Source: an optimization exercise on an open RTL-to-GDS flow (aim: small area, a short achievable clock period and few clock cycles). Production flows keep margins and buffers that such runs may drop.
RTL that was checked went through simulation tests only; none was proved equivalent to the original.
No activity file was given, so power comes from the tool's default toggle rates.

==> flow/design.v (excerpt) <==
module pcmux_rx (
    input  wire        clk,
    input  wire        rst,
    input  wire        in_valid,
    input  wire [7:0]  in_data,
    output wire        in_ready,
    input  wire [11:0] cfg_prog_en,
    input  wire [95:0] cfg_prog_code,
    output reg         tel_valid,
    output wire [7:0]  tel_data,
    output reg         evt_valid,
    output wire [7:0]  evt_data,
    output reg         ack
);
Size in the first run: ~2,500 cells after synthesis, roughly 140 I/O pins.
Settings: LEC_CHECK=0, CAP_MARGIN=20, CORE_MARGIN=2, CORE_UTILIZATION=55, CTS_BUF_LIST=sky130_fd_sc_hd__clkbuf_16, CTS_CLUSTER_DIAMETER=60, CTS_CLUSTER_SIZE=20, SLEW_MARGIN=20; clock period 10.0 ns.
standard.sh (not shown) runs the stock make flow with config.mk's settings and CLKGATE_MAP_FILE= SYNTH_SCRIPT=/design/flow/synth_recipe.tcl, a recipe that flattens the netlist after the stock synthesis.
==> flow/flow/run.sh <==
#!/bin/bash
# The standard layout (the standard.sh, standard synthesis), with two
# changes to how it is made:
#  - repair_timing aims at 6.5 ns of setup slack, well inside the period;
#  - the port buffers are plain sky130_fd_sc_hd__buf_2 cells.
# Everything else (SDC, period, floorplan, CTS, routing) is the standard flow.
set -euo pipefail
bash standard.sh SETUP_SLACK_MARGIN=6.5 \
    "BUFFER_PORTS_ARGS=-buffer_cell sky130_fd_sc_hd__buf_2" \
    finish > standard_flow.log 2>&1
Testbench counts at the start, summed over its fixed seeds: cycles 50,288.
Then changed:
- CORE_UTILIZATION: 55 -> 65
What happened: Critical path depth drops by 1. Final area came out lower by 0.98%. Count of clock-buffer cells in the layout came out lower by 2.

========
Starting RTL as in the previous note.
export LEC_CHECK = 0
export CAP_MARGIN = 20
export CORE_MARGIN = 2
export CORE_UTILIZATION = 55
export CTS_BUF_LIST = sky130_fd_sc_hd__clkbuf_16
export CTS_CLUSTER_DIAMETER = 60
export CTS_CLUSTER_SIZE = 20
export SLEW_MARGIN = 20
create_clock -name core_clock -period 10.0 [get_ports {clk}]
==> flow/flow/run.sh <==
#!/bin/bash
# The standard layout (the standard.sh, standard synthesis), with two
# changes to how it is made:
#  - repair_timing aims at 6.6 ns of setup slack, well inside the period;
#  - the port buffers are plain sky130_fd_sc_hd__buf_2 cells.
# Everything else (SDC, period, floorplan, CTS, routing) is the standard flow.
set -euo pipefail
bash standard.sh SETUP_SLACK_MARGIN=6.6 \
    "BUFFER_PORTS_ARGS=-buffer_cell sky130_fd_sc_hd__buf_2" \
    finish > standard_flow.log 2>&1
The first run finished clean.
Testbench counts at the start, summed over its fixed seeds: cycles 50,288.
Change:
==> flow/flow/run.sh (replaced) <==
#!/bin/bash
# The standard layout (the standard.sh, standard synthesis), with two
# changes to how it is made:
#  - repair_timing aims at 6.5 ns of setup slack, well inside the period;
#  - the port buffers are plain sky130_fd_sc_hd__buf_1 cells.
# Everything else (SDC, period, floorplan, CTS, routing) is the standard flow.
set -euo pipefail
bash standard.sh SETUP_SLACK_MARGIN=6.5 \
    "BUFFER_PORTS_ARGS=-buffer_cell sky130_fd_sc_hd__buf_1" \
    finish > standard_flow.log 2>&1
--- a/flow/config.mk
+++ b/flow/config.mk
@@ -12,2 +12,2 @@
-export CTS_CLUSTER_DIAMETER = 60
-export CTS_CLUSTER_SIZE = 20
+export CTS_CLUSTER_DIAMETER = 80
+export CTS_CLUSTER_SIZE = 25
Effect: The new run passed the timing, design-rule and antenna checks. Routed wire length grows slightly. Power shrinks by a few percent. Final cell count shrinks slightly. Global-route usage grows by 0.34 points.

========
branch onyx:
Another version of the RTL of pcmux_rx (not shown whole).
Size: about 2700 cells after synthesis, ~620 flip-flops, roughly 140 I/O pins, ~32000 um^2 of cells after synthesis.
==> flow/config.mk <==
export PLATFORM = sky130hd
export DESIGN_NAME = pcmux_rx
export DESIGN_NICKNAME = pcmux_rx
export VERILOG_FILES = /design/flow/design.v
export SDC_FILE = /design/flow/constraint.sdc
export NUM_CORES = 4
export LEC_CHECK = 0
export CAP_MARGIN = 20
export CORE_MARGIN = 2
export CORE_UTILIZATION = 40
export SLEW_MARGIN = 20
==> flow/constraint.sdc <==
create_clock -name core_clock -period 10.0 [get_ports {clk}]
set_input_delay 2.0000 -clock core_clock [delete_from_list [all_inputs] [get_ports {clk}]]
set_output_delay 2.0000 -clock core_clock [all_outputs]
set_load 0.01 [all_outputs]
run.sh (not shown) runs the stock make flow with config.mk's settings and CLKGATE_MAP_FILE= SYNTH_SCRIPT=/design/flow/synth_recipe.tcl, a recipe that flattens the netlist after the stock synthesis.
Stock flow here: none of the scripts above is used.
Relative to branch onyx, the following input files were edited for branch nickel:
==> flow/flow/run.sh (new file) <==
#!/bin/bash
# Standard layout, with repair_timing aiming well below the clock period.
set -euo pipefail
bash standard.sh SETUP_SLACK_MARGIN=6.5 finish > standard_flow.log 2>&1
==> flow/standard.sh (new file) <==
#!/bin/bash
# synth_recipe.tcl (not shown) runs the flow's synth.tcl, then flattens the netlist and writes it again
# the make line also repeats each setting of config.mk as NAME=value (left out here)
make -C /OpenROAD-flow-scripts/flow DESIGN_CONFIG=/design/flow/config.mk WORK_HOME=/design/flow/orfs CLKGATE_MAP_FILE= SYNTH_SCRIPT=/design/flow/synth_recipe.tcl "${@:-finish}"
removed: flow/run.sh
[summary]
- Looking at the reports, branch nickel completed the entire flow and the layout it produced met the timing, design-rule and antenna checks.
- In branch nickel, the register share of the cell area came out 3.8 points below the value in branch onyx.
- Changes observed in branch nickel relative to branch onyx: max-slew headroom at the worst pin moved up; final period utilization moved down.
- On branch nickel: area overhead of the layout relative to synthesis is 9.9 points higher than what branch onyx gave.
- Taking branch onyx as the reference point, the combinational group share of total power of branch nickel rises by 2.5 points.
- branch nickel reports its uppermost signal routing layer after detailed routing as met5 while branch onyx reports met4.
- Maximum number of pins on one net before global-route repair in branch nickel vs branch onyx: down about 6%
- Re peak fanout along the critical path: branch onyx and branch nickel aren't equal, and the lower value belongs to branch nickel.
No run of this note included a check of the RTL's function; only the layout flow was run.

## afterwards: timing with drivers on the ports
The results above use ideal ports. As a check the final layouts listed here were re-extracted and re-timed, cells and wires unchanged. Step 1 assumes that a clkbuf_16 drives the clock port and a buf_2 every other input. Step 2 moves the port delays by t, midway between the first and last clock arrival at a register: inputs arrive t later, outputs are due t later. That takes back most of the time a late clock gives input paths. a / b / c = ideal / step 1 / step 2; a / b = the first two.
run	t, ns	setup slack, ns	worst setup path at the end	worst slew at a driven data input, ns	pins driven straight from the clock port
the first run of note 1	0.685	6.487 / 6.487 / 5.970	input to register	0.05	1
the second run of note 1	0.674	6.322 / 6.322 / 6.012	input to register	0.06	1
the first run of note 2	0.701	6.470 / 6.470 / 6.125	input to register	0.05	1
the second run of note 2	0.680	6.429 / 6.429 / 6.038	input to register	0.05	1
branch onyx	0.691	4.846 / 4.846 / 4.846	register to register	0.05	1
branch nickel	0.704	5.918 / 5.918 / 5.884	input to register	0.06	1
After both steps setup and hold are still met in every run listed. The setup slack of the first run of note 1, which loses most, moves by 0.000 ns with the drivers and by -0.517 ns with both steps.
